Context: an optimization exercise on an open-source flow, tuned for small area and few clock cycles. The choices shown serve that exercise and are no tape-out recipe. The RTL was checked by simulation tests, not by an equivalence proof against the original design. No activity file was given, so power comes from the tool's default toggle rates. The clock port is modelled as an ideal driver; clocking choices that lean on that would not hold on a real chip.

==> standard.sh <==
#!/bin/bash
# synth_recipe.tcl (not shown) runs the flow's synth.tcl, then flattens the netlist and writes it again
# the make line also repeats each setting of config.mk as NAME=value (left out here)
make -C /OpenROAD-flow-scripts/flow DESIGN_CONFIG=/design/flow/config.mk WORK_HOME=/design/flow/orfs CLKGATE_MAP_FILE= SYNTH_SCRIPT=/design/flow/synth_recipe.tcl "${@:-finish}"
==> design.v <==
module jtag_acc (
    input  wire        clk,
    input  wire        rst,
    input  wire        cmd_valid,
    output wire        cmd_ready,
    input  wire [31:0] cmd_word,
    output wire        rsp_valid,
    output wire [2:0]  rsp_status,
    output wire        tx_valid,
    input  wire        tx_ready,
    output wire [7:0]  tx_data,
    input  wire        rx_valid,
    output wire        rx_ready,
    input  wire [7:0]  rx_data,
    input  wire        link_err,
    output wire        busy,
    output reg         err,
    output reg  [1:0]  err_kind,
    output reg         sess_open,
    output wire [31:0] nbits,
    output reg         diag_valid,
    output reg  [5:0]  diag_index,
    output reg  [7:0]  diag_obs,
    output reg  [7:0]  diag_mask,
    output reg  [7:0]  diag_exp
);
    localparam CAP_BYTES = 32;
    localparam CAP_BITS  = 8 * CAP_BYTES;
    localparam [2:0] ST_OK      = 3'd0;
    localparam [2:0] ST_ALREADY = 3'd1;
    localparam [2:0] ST_VMIS    = 3'd2;
    localparam [2:0] ST_CONN    = 3'd3;
    localparam [2:0] ST_ILLEGAL = 3'd4;
    localparam [2:0] ST_NOSESS  = 3'd5;
    localparam [1:0] EK_NONE = 2'd0;
    localparam [1:0] EK_VMIS = 2'd1;
    localparam [1:0] EK_CONN = 2'd2;
    localparam [3:0] OP_SETUP    = 4'h1;
    localparam [3:0] OP_RECORD   = 4'h2;
    localparam [3:0] OP_WAIT     = 4'h3;
    localparam [3:0] OP_FLUSH    = 4'h4;
    localparam [3:0] OP_SHUTDOWN = 4'h5;
    localparam [2:0] P_IDLE = 3'd0;
    localparam [2:0] P_RSP  = 3'd1;    
    localparam [2:0] P_WAIT = 3'd2;    
    localparam [2:0] P_HDR  = 3'd3;    
    localparam [2:0] P_TMS  = 3'd4;
    localparam [2:0] P_TDI  = 3'd5;
    localparam [2:0] P_RX   = 3'd6;
    localparam [2:0] P_TXE  = 3'd7;    
    reg [CAP_BITS-1:0] rg_tms;      
    reg [CAP_BITS-1:0] rg_tdi;
    reg [CAP_BITS-1:0] rg_exp;
    reg [CAP_BITS-1:0] rg_mask;
    reg [4:0]  rot;                 
    reg [7:0]  s_tms, s_tdi, s_exp, s_mask;    
    reg        pv;      
    reg [4:0]  pidx;    
    reg        f_act;                           
    reg [2:0]  f_cnt;
    reg [4:0]  f_lo;    
    reg [2:0]  ph;
    reg [8:0]  n;           
    reg [4:0]  idx;         
    reg [2:0]  status;
    reg [15:0] wp;          
    reg [8:0]  wl;
    reg        wtms;
    reg        in_wait;     
    assign nbits = {23'd0, n};
    wire [3:0] op = cmd_word[31:28];
    reg        illegal;
    always @(*) begin
        case (op)
            OP_SETUP, OP_FLUSH, OP_SHUTDOWN: illegal = (cmd_word[27:0] != 28'd0);
            OP_RECORD:                       illegal = (cmd_word[27:5] != 23'd0);
            OP_WAIT:                         illegal = (cmd_word[27:25] != 3'd0);
            default:                         illegal = 1'b1;
        endcase
    end
    wire cmd_in   = (ph == P_IDLE) || (ph == P_RSP);
    wire accept   = cmd_valid && cmd_in;
    wire legal_go = accept && !illegal && (sess_open || op == OP_SETUP);
    wire rec_go   = legal_go && op == OP_RECORD && !err;
    wire n_zero   = (n == 9'd0);
    wire [4:0] cb     = n[7:3];
    wire [4:0] pv_off = pidx - rot - 5'd1;
    wire       pv_inj = pv && (pv_off[2:0] == 3'd0);
    wire       pend   = pv || f_act;
    wire [7:0] lo_m   = (8'd1 << n[2:0]) - 8'd1;
    integer s, b;
    reg [4:0] arr;
    reg [7:0] im;
    always @(posedge clk) begin
        for (s = 0; s < CAP_BYTES; s = s + 1) begin
            arr = s[4:0] + rot + 5'd1;        
            im  = ((arr == cb) ? lo_m : 8'd0) | ((pv && arr == pidx) ? ~lo_m : 8'd0);
            if (s % 8 == 0 && im != 8'd0) begin
                for (b = 0; b < 8; b = b + 1) begin
                    rg_tms[s*8+b]  <= im[b] ? s_tms[b]  : rg_tms[((s+1)%CAP_BYTES)*8+b];
                    rg_tdi[s*8+b]  <= im[b] ? s_tdi[b]  : rg_tdi[((s+1)%CAP_BYTES)*8+b];
                    rg_exp[s*8+b]  <= im[b] ? s_exp[b]  : rg_exp[((s+1)%CAP_BYTES)*8+b];
                    rg_mask[s*8+b] <= im[b] ? s_mask[b] : rg_mask[((s+1)%CAP_BYTES)*8+b];
                end
            end else if (s % 8 == 0 && f_act && arr >= f_lo) begin
                rg_tms[s*8 +: 8]  <= {8{wtms}};
                rg_tdi[s*8 +: 8]  <= 8'd0;
                rg_exp[s*8 +: 8]  <= 8'd0;
                rg_mask[s*8 +: 8] <= 8'd0;
            end else begin
                rg_tms[s*8 +: 8]  <= rg_tms[((s+1)%CAP_BYTES)*8 +: 8];
                rg_tdi[s*8 +: 8]  <= rg_tdi[((s+1)%CAP_BYTES)*8 +: 8];
                rg_exp[s*8 +: 8]  <= rg_exp[((s+1)%CAP_BYTES)*8 +: 8];
                rg_mask[s*8 +: 8] <= rg_mask[((s+1)%CAP_BYTES)*8 +: 8];
            end
        end
        rot <= rst ? 5'd0 : rot + 5'd1;
    end
    wire       w_a    = (n[2:0] != 3'd0);
    wire       e_far  = (wp != 16'd0) || wl[8];             
    wire       e_here = !e_far && (wl[7:3] == n[7:3]);      
    wire       w_b    = !w_a && !e_here;
    reg  [7:0] w_mask;
    integer j;
    always @(*) begin
        for (j = 0; j < 8; j = j + 1)
            w_mask[j] = (j >= n[2:0]) && (!e_here || j < wl[2:0]);
    end
    wire [5:0]  b_end   = e_far ? 6'd32 : {1'b0, wl[7:3]};
    wire        w_stall = w_b ? f_act : (pv && !pv_inj);
    wire [8:0]  w_n     = w_b ? {b_end, 3'd0}
                        : e_here ? wl : {n[8:3] + 6'd1, 3'd0};
    wire        w_done  = !e_far && (w_n == wl);
    wire       in_w    = (ph == P_WAIT) && !w_b && !w_stall;
    wire       wr_en   = rec_go || in_w;
    wire [7:0] wr_bits = in_w ? w_mask : (8'd1 << n[2:0]);
    wire       d_tms   = in_w ? wtms : cmd_word[0];
    wire       d_tdi   = !in_w && cmd_word[1];
    wire       d_exp   = !in_w && cmd_word[3] && cmd_word[2];
    wire       d_mask  = !in_w && cmd_word[3];
    wire       wr_fill = wr_en && wr_bits[7];        
    integer i;
    always @(posedge clk) begin
        for (i = 0; i < 8; i = i + 1)
            if (wr_en && wr_bits[i]) begin
                s_tms[i]  <= d_tms;
                s_tdi[i]  <= d_tdi;
                s_exp[i]  <= d_exp;
                s_mask[i] <= d_mask;
            end
    end
    wire [5:0] last     = n[8:3] - {5'd0, (n[2:0] == 3'd0)};    
    wire       at_last  = ({1'b0, idx} == last);
    wire       from_s   = at_last && (n[2:0] != 3'd0);
    wire [7:0] tail     = (8'd1 << n[2:0]) - 8'd1;
    wire [4:0] rp       = idx - rot - ((ph == P_RX) ? 5'd3 : 5'd0);
    wire       r_ok     = from_s || (rp[1:0] == 2'd0);
    wire [7:0] rsel     = from_s ? 8'd0 : (8'd1 << rp[4:2]);
    wire [7:0] tail_s   = from_s ? tail : 8'd0;
    reg  [7:0] q_tms, q_tdi, q_exp, q_mask;
    integer k;
    always @(*) begin
        q_tms = 8'd0; q_tdi = 8'd0; q_exp = 8'd0; q_mask = 8'd0;
        for (k = 0; k < 8; k = k + 1) begin
            q_tms  = q_tms  | (rg_tms[k*32 +: 8]  & {8{rsel[k]}});
            q_tdi  = q_tdi  | (rg_tdi[k*32 +: 8]  & {8{rsel[k]}});
            q_exp  = q_exp  | (rg_exp[(k*32+3*8) +: 8]  & {8{rsel[k]}});
            q_mask = q_mask | (rg_mask[(k*32+3*8) +: 8] & {8{rsel[k]}});
        end
    end
    wire [7:0] r_tms = q_tms | (s_tms & tail_s);
    wire [7:0] r_tdi = q_tdi | (s_tdi & tail_s);
    wire [7:0] r_exp = q_exp | (s_exp & tail_s);
    wire [7:0] r_mask = q_mask | (s_mask & tail_s);
    reg  [7:0] tx_r;
    reg        tx_v;
    reg  [7:0] hdr_byte;
    always @(*) begin
        case (idx[3:0])
            4'd1:    hdr_byte = 8'h68;   
            4'd2:    hdr_byte = 8'h69;   
            4'd3:    hdr_byte = 8'h66;   
            4'd4:    hdr_byte = 8'h74;   
            4'd5:    hdr_byte = 8'h3A;   
            4'd6:    hdr_byte = n[7:0];
            4'd7:    hdr_byte = {7'd0, n[8]};
            default: hdr_byte = 8'h00;
        endcase
    end
    wire       tx_free  = !tx_v || tx_ready;
    wire       ld_ok    = (ph == P_HDR) ? !((idx[3:0] == 4'd9) && pend) : r_ok;
    wire       tx_ld    = tx_free && ld_ok && ((ph == P_HDR) || (ph == P_TMS) || (ph == P_TDI));
    wire [7:0] ld_byte  = (hdr_byte & {8{ph == P_HDR}}) | (r_tms & {8{ph == P_TMS}}) | (r_tdi & {8{ph == P_TDI}});
    assign cmd_ready  = cmd_in;
    assign busy       = (ph != P_IDLE);
    assign rsp_valid  = (ph == P_RSP);
    assign rsp_status = status;
    assign tx_valid   = tx_v;
    assign tx_data    = tx_r;
    assign rx_ready   = (ph == P_RX) && r_ok;
    wire mismatch = ((rx_data & r_mask) != r_exp);
    always @(posedge clk) begin
        if (rst) begin
            ph         <= P_IDLE;
            n          <= 9'd0;
            err        <= 1'b0;
            err_kind   <= EK_NONE;
            sess_open  <= 1'b0;
            diag_valid <= 1'b0;
            diag_index <= 6'd0;
            diag_obs   <= 8'd0;
            diag_mask  <= 8'd0;
            diag_exp   <= 8'd0;
            pv         <= 1'b0;
            f_act      <= 1'b0;
            tx_v       <= 1'b0;
        end else begin
            if (wr_fill)
                pidx <= cb;
            if (wr_fill)
                pv <= 1'b1;
            else if (pv_inj)
                pv <= 1'b0;
            if (f_act) begin
                f_cnt <= f_cnt + 3'd1;
                if (f_cnt == 3'd7)
                    f_act <= 1'b0;
            end
            case (ph)
                P_IDLE, P_RSP: begin
                    if (!cmd_valid) begin
                        ph <= P_IDLE;
                    end else if (illegal) begin
                        status <= ST_ILLEGAL;
                        ph     <= P_RSP;
                    end else if (!sess_open && op != OP_SETUP) begin
                        status <= ST_NOSESS;
                        ph     <= P_RSP;
                    end else begin
                        idx     <= 5'd0;
                        in_wait <= 1'b0;
                        case (op)
                            OP_SETUP: begin
                                n          <= 9'd0;
                                err        <= 1'b0;
                                err_kind   <= EK_NONE;
                                diag_valid <= 1'b0;
                                diag_index <= 6'd0;
                                diag_obs   <= 8'd0;
                                diag_mask  <= 8'd0;
                                diag_exp   <= 8'd0;
                                sess_open  <= 1'b1;
                                pv         <= 1'b0;
                                f_act      <= 1'b0;
                                status     <= ST_OK;
                                ph         <= P_RSP;
                            end
                            OP_RECORD: begin
                                if (err) begin
                                    status <= ST_ALREADY;
                                    ph     <= P_RSP;
                                end else begin
                                    n <= n + 9'd1;
                                    if (n == CAP_BITS - 1 || cmd_word[4]) begin
                                        begin ph <= P_HDR; tx_r <= 8'h73; tx_v <= 1'b1; idx <= 5'd1; end
                                    end else begin
                                        status <= ST_OK;
                                        ph     <= P_RSP;
                                    end
                                end
                            end
                            OP_WAIT: begin
                                if (err) begin
                                    status <= (cmd_word[23:0] != 24'd0 || !n_zero) ? ST_ALREADY : ST_OK;
                                    ph     <= P_RSP;
                                end else if (cmd_word[23:0] != 24'd0) begin
                                    wp      <= cmd_word[23:8];
                                    wl      <= {1'b0, n[7:0]} + {1'b0, cmd_word[7:0]};
                                    wtms    <= cmd_word[24];
                                    in_wait <= 1'b1;
                                    ph      <= P_WAIT;
                                end else if (n_zero) begin
                                    status <= ST_OK;
                                    ph     <= P_RSP;
                                end else begin
                                    begin ph <= P_HDR; tx_r <= 8'h73; tx_v <= 1'b1; idx <= 5'd1; end
                                end
                            end
                            default: begin   
                                if (op == OP_SHUTDOWN)
                                    sess_open <= 1'b0;
                                if (n_zero) begin
                                    status <= ST_OK;
                                    ph     <= P_RSP;
                                end else if (err) begin
                                    status <= ST_ALREADY;
                                    ph     <= P_RSP;
                                end else begin
                                    begin ph <= P_HDR; tx_r <= 8'h73; tx_v <= 1'b1; idx <= 5'd1; end
                                end
                            end
                        endcase
                    end
                end
                P_WAIT: begin
                    idx <= 5'd0;
                    if (!w_stall) begin
                        n    <= w_n;
                        if (w_b) begin
                            f_act <= 1'b1;
                            f_cnt <= 3'd0;
                            f_lo  <= n[7:3];
                        end
                        if (w_n[8]) begin
                            begin ph <= P_HDR; tx_r <= 8'h73; tx_v <= 1'b1; idx <= 5'd1; end                
                        end else if (w_done) begin
                            in_wait <= 1'b0;            
                            begin ph <= P_HDR; tx_r <= 8'h73; tx_v <= 1'b1; idx <= 5'd1; end
                        end
                    end
                end
                P_HDR, P_TMS, P_TDI, P_TXE: begin
                    if (link_err) begin
                        err      <= 1'b1;
                        err_kind <= EK_CONN;
                        status   <= ST_CONN;
                        tx_v     <= 1'b0;
                        ph       <= P_RSP;
                    end else begin
                        if (tx_ld) begin
                            tx_r <= ld_byte;
                            tx_v <= 1'b1;
                            idx  <= idx + 5'd1;
                            if (ph == P_HDR) begin
                                if (idx[3:0] == 4'd9) begin
                                    idx <= 5'd0;
                                    ph  <= P_TMS;
                                end
                            end else if (at_last) begin
                                idx <= 5'd0;
                                ph  <= (ph == P_TMS) ? P_TDI : P_TXE;
                            end
                        end else if (tx_v && tx_ready) begin
                            tx_v <= 1'b0;
                            if (ph == P_TXE)
                                ph <= P_RX;
                        end
                    end
                end
                P_RX: begin
                    if (link_err) begin
                        err        <= 1'b1;
                        err_kind   <= EK_CONN;
                        status     <= ST_CONN;
                        diag_valid <= 1'b0;
                        diag_index <= 6'd0;
                        diag_obs   <= 8'd0;
                        diag_mask  <= 8'd0;
                        diag_exp   <= 8'd0;
                        ph         <= P_RSP;
                    end else if (rx_valid && r_ok) begin
                        idx <= idx + 5'd1;
                        if (mismatch && !diag_valid) begin
                            diag_valid <= 1'b1;
                            diag_index <= {1'b0, idx};
                            diag_obs   <= rx_data;
                            diag_mask  <= r_mask;
                            diag_exp   <= r_exp;
                        end
                        if (at_last) begin
                            idx <= 5'd0;
                            if (mismatch || diag_valid) begin
                                err      <= 1'b1;
                                err_kind <= EK_VMIS;
                                status   <= ST_VMIS;
                                ph       <= P_RSP;
                            end else begin
                                n      <= 9'd0;
                                status <= ST_OK;
                                if (wl[8])
                                    wl[8] <= 1'b0;
                                else
                                    wp <= wp - 16'd1;
                                ph     <= (in_wait && !(wl[7:0] == 8'd0 && (wl[8] ? wp == 16'd0 : wp == 16'd1))) ? P_WAIT : P_RSP;
                            end
                        end
                    end
                end
                default: ph <= P_IDLE;
            endcase
        end
    end
endmodule
==> config.mk <==
export PLATFORM = sky130hd
export DESIGN_NAME = jtag_acc
export DESIGN_NICKNAME = jtag_acc
export VERILOG_FILES = /design/flow/design.v
export SDC_FILE = /design/flow/constraint.sdc
export NUM_CORES = 4
export LEC_CHECK = 0
export CAP_MARGIN = 20
export CORE_MARGIN = 2
export CORE_UTILIZATION = 40
export SLEW_MARGIN = 20
==> constraint.sdc <==
create_clock -name core_clock -period 10.0 [get_ports {clk}]
set_input_delay 2.0000 -clock core_clock [delete_from_list [all_inputs] [get_ports {clk}]]
set_output_delay 2.0000 -clock core_clock [all_outputs]
set_load 0.01 [all_outputs]
==> flow/run.sh <==
#!/bin/bash
export BUFFER_PORTS_ARGS="-buffer_cell sky130_fd_sc_hd__buf_1"
export CTS_ARGS="-sink_clustering_enable -repair_clock_nets -sink_clustering_size 30 -sink_clustering_max_diameter 100 -dont_use_dummy_load"
bash standard.sh > standard.log 2>&1
==> results.txt <==
state kept, by name, indices dropped and copies added, names as in the netlist, 5 cells and up:
| name | count |
|---|---|
| s_tdi | 8 |
| diag_obs | 8 |
| wl | 9 |
| diag_index | 5 |
| rg_tms | 256 |
| idx | 5 |
| n | 9 |
| rg_tdi | 256 |
| f_lo | 5 |
| wp | 16 |
| rg_mask | 256 |
| rot | 5 |
| rg_exp | 256 |
| tx_r | 8 |
| s_tms | 8 |
| pidx | 5 |
| diag_mask | 8 |
| s_exp | 8 |
| s_mask | 8 |
| diag_exp | 8 |
Yosys cell counts (all sizes together) (5+ instances only):
master and instances:
a221oi 36, o311ai 25, edfxtp 88, a22o 107, a21oi 83, nand2 173, nand3 71, buf 51
nor3 48, a22oi 17, a31oi 16, xnor2 41, a222oi 8, o21a 9, mux2i 54, o21ai 99
a221o 33, a21boi 7, a2111oi 7, and4 6, or3 12, o32ai 8, nand2b 14, and3 11
nor4 18, o2bb2ai 7, a32oi 16, a21o 10, mux2 6, o31ai 14, nand4 45, xor2 25
ha 47, nor2 115, nor2b 16, inv 71, o221ai 5, o211ai 16, dfxtp 1078, or2 9
o211a 8, a211oi 18, and2 8, clkbuf 75
worst paths after layout:
| path | start | to | slack, ns | cells past startpoint |
|---|---|---|---|---|
| max | ph[1]$_SDFFE_PP0P_ | wp[14]$_DFFE_PP_ | 2.68 | 21 |
| min | rg_tdi[104]$_DFF_P_ | rg_tdi[96]$_DFF_P_ | 0.26 | 0 |
| max reg2reg | ph[1]$_SDFFE_PP0P_ | wp[14]$_DFFE_PP_ | 2.68 | 21 |
| min reg2reg | rg_tdi[104]$_DFF_P_ | rg_tdi[96]$_DFF_P_ | 0.26 | 0 |
power breakdown:
group	switching, mW	internal [mW]
combinational	0.174	0.0621
clock	1.32	0.831
sequential	0.0221	4.75
total	1.51	5.64
per-layer routing:
layer / global-route usage (%) / wire (um) / up-vias / share of wire [%]
li1: - / - / 9806 / -
met1: 30.1 / 43600 / 10600 / 44
met2: 35.0 / 45000 / 923 / 45
met3: 3.52 / 7050 / 167 / 7.1
met4: 8.04 / 3660 / 0 / 3.7
met5: 0 / 0 / - / 0
critical path: stages, from the launching register on:
cell and delay [ns]:
dfxtp_1 0.62, inv_1 0.26, nor2_1 0.19, nand2_1 0.08
buf_4 0.25, inv_1 0.63, ha_1 0.27, inv_1 0.05
ha_1 0.65, o211a_1 0.35, o21ai_0 0.24, nand2_1 0.63
o2bb2ai_1 0.13, a211o_1 0.32, a222oi_1 0.68, o21a_1 0.24
o221ai_2 0.21, nor4_1 0.30, buf_4 0.24, o21ai_1 0.11
a2111oi_2 0.23, buf_4 0.31
area by class of cell:
| class | count | area (um2) | area share (%) |
|---|---|---|---|
| repair buffers | 157 | 790 | 2.12 |
| multi-input cells | 1355 | 9380 | 25.2 |
| inverters | 72 | 270 | 0.726 |
| well taps | 1144 | 1430 | 3.84 |
| flip-flops and latches | 1166 | 24200 | 65.0 |
| clock buffers | 46 | 1150 | 3.09 |
logic make-up after synthesis:
family	Yosys count
buffers and inverters	198
and+or+nand+nor	561
xor gates and xnor gates	67
other	1
AOI/OAI and AO/OA	589
DFF	1166
adders and majority gates	51
muxes	63
stage by stage:
stage	cells	hold slack (ns)	cell area, um2	worst slack (ns)
floorplan	2719	0.310	34400	2.15
global placement	3894	0.310	36100	2.97
detailed placement	3894	0.312	36100	2.79
CTS	3940	0.268	37200	2.76
global route	3940	0.283	37200	2.27
finish	3940	0.264	37200	2.68
==> results.py <==
metrics = {
    "power": {
        "peakVddDrop_mv": 0.129,
        "p_leak_nw": 13.9,
        "p_total_mw": 7.16,
        "power.density_nw_per_um2": 192,
    },
    "setup_path": {
        "critPathLaunchType": "register",
        "crit_arrival_ns": 7.62,
        "crit_required_ns": 10.31,
        "crit_type": "register to register",
        "endpoint_kind": "register",
        "critPathMaxFanout": 37,
    },
    "sta": {
        "final_max_slew_viol_count": 0,
        "tns_ns": 0,
        "finalCriticalPeriod_ns": 7.32,
        "relSlewSlack_pct": 17.1,
        "hold_viol_final": 0,
        "setup_viol": 0,
        "fmax_ghz": 0.137,
        "tightest_slew_ns": 1.24,
        "post-route-period-util_pct": 73.2,
        "rsz0062_at_grt": "false",
        "finClkSkew_ns": 0.0788,
    },
    "place": {
        "dp_hpwl_um": 72700,
        "port_buffers": 104,
        "routabilityCongestion": 0.951,
    },
    "cts": {
        "cts_buffers": 46,
        "clockBufferDepth": 3,
        "clk_latency_ns": 0.66,
        "htree_levels": 2,
        "hold_buffers": 0,
        "cts_sinks": 1166,
        "root_buffer": "clkbuf_16",
        "cts_resized": 0,
        "clkTransAtPathRegs_ns": 0.11,
        "post_cts_buffers": 0,
        "cts_tree": "done",
    },
    "detailed_routing": {
        "drt_pass1_iterations": 7,
        "drt-total-wl_um": 99300,
        "wl_per_cell_um": 25.2,
        "postRouteAntennaNets": 0,
        "vias_per_cell": 5.46,
        "drc": 0,
        "drt_iter0_drc": 2063,
        "vias": 21500,
    },
    "outcome": {
        "status": "timing/DRC/antenna clean",
    },
    "synthesis": {
        "synth-xor-area-share_pct": 1.78,
        "yosys.area_share.adder_pct": 1.95,
        "synth-simple-area-share_pct": 7.99,
        "synth_area_leaders": "dfxtp_1 63%, edfxtp_1 7.7%, a22o_1 2.7%, nand2_1 1.9%, ha_1 1.7%",
        "ys_seq_elements": 1166,
        "syn_area_um2": 34300,
        "synth_edf_count": 88,
        "yosys.area.top_type": "dfxtp_1",
        "ys.warnings.count": 1,
        "yosysTopAreaCellShare_pct": 62.9,
        "synth_top_family_by_area": "compound AO/OA/AOI/OAI gates",
        "synthMuxAreaShare_pct": 1.98,
        "avgSynthCellArea_um2": 12.7,
        "seq_area_frac_synth_pct": 70.6,
        "synthDistinctLibCells": 102,
        "synth_compound_area_share_pct": 13.1,
        "netlist_instances": 2696,
        "ys.flop_type": "dfxtp_1",
        "async_flop_share_pct": 0,
    },
    "finish": {
        "area_growth_syn_to_layout_pct": 8.58,
        "nets": 2895,
        "final_core_util_pct": 43.8,
        "layout_commonest_cell": "dfxtp_1",
        "n_fill_cell": 7795,
        "diodes": 0,
        "mostFrequentLayoutCells": "1078 x dfxtp_1, 172 x nand2_1, 112 x nor2_1, 107 x a22o_1, 103 x buf_1",
        "drive_gt1_share_pct": 5.87,
    },
    "die": {
        "coreArea_um2": 85000,
        "chipHeight_um": 297,
        "initial_utilization_pct": 40.4,
        "rows": 107,
        "chipWidth_um": 297,
        "dieArea_um2": 88100,
        "pin_count": 129,
    },
    "global_routing": {
        "grt_pass1_vias": 20800,
        "track_usage_pct": 21.9,
        "antenna_found_initial": 6,
        "gr-total-overflow": 0,
        "grt_max_degree": 73,
        "grt_first_pass_wirelength_um": 143000,
    },
    "run": {
        "cap_violations": 0,
    },
    "hold_path": {
        "worstHoldPathType": "register to register",
    },
}
Testbench counts, summed over its fixed seeds: cycles 56,830.

[static timing again, ports no longer ideal]
The flow's constraints put no driver on any port. The routed layout listed below was extracted and timed again, unchanged, in two steps. Step 1, drivers: a clkbuf_16 drives clk and a buf_2 each remaining input, both assumed. Step 2 times the ports against the registers' clock, not the clock port: input delays grow and output delays shrink by t, the midpoint of the rising clock arrivals with the driver on. Three values: ideal, step 1, step 2; two values: the first two.
t (ns): 0.678
setup slack, ns: 2.685 / 2.685 / 2.685
worst setup path at the end: register to register
worst data-port slew with drivers (ns): 0.04
After both steps this run still meets setup and hold. For this run, drivers alone change the setup slack by 0.000 ns; drivers and shift together by 0.000 ns.
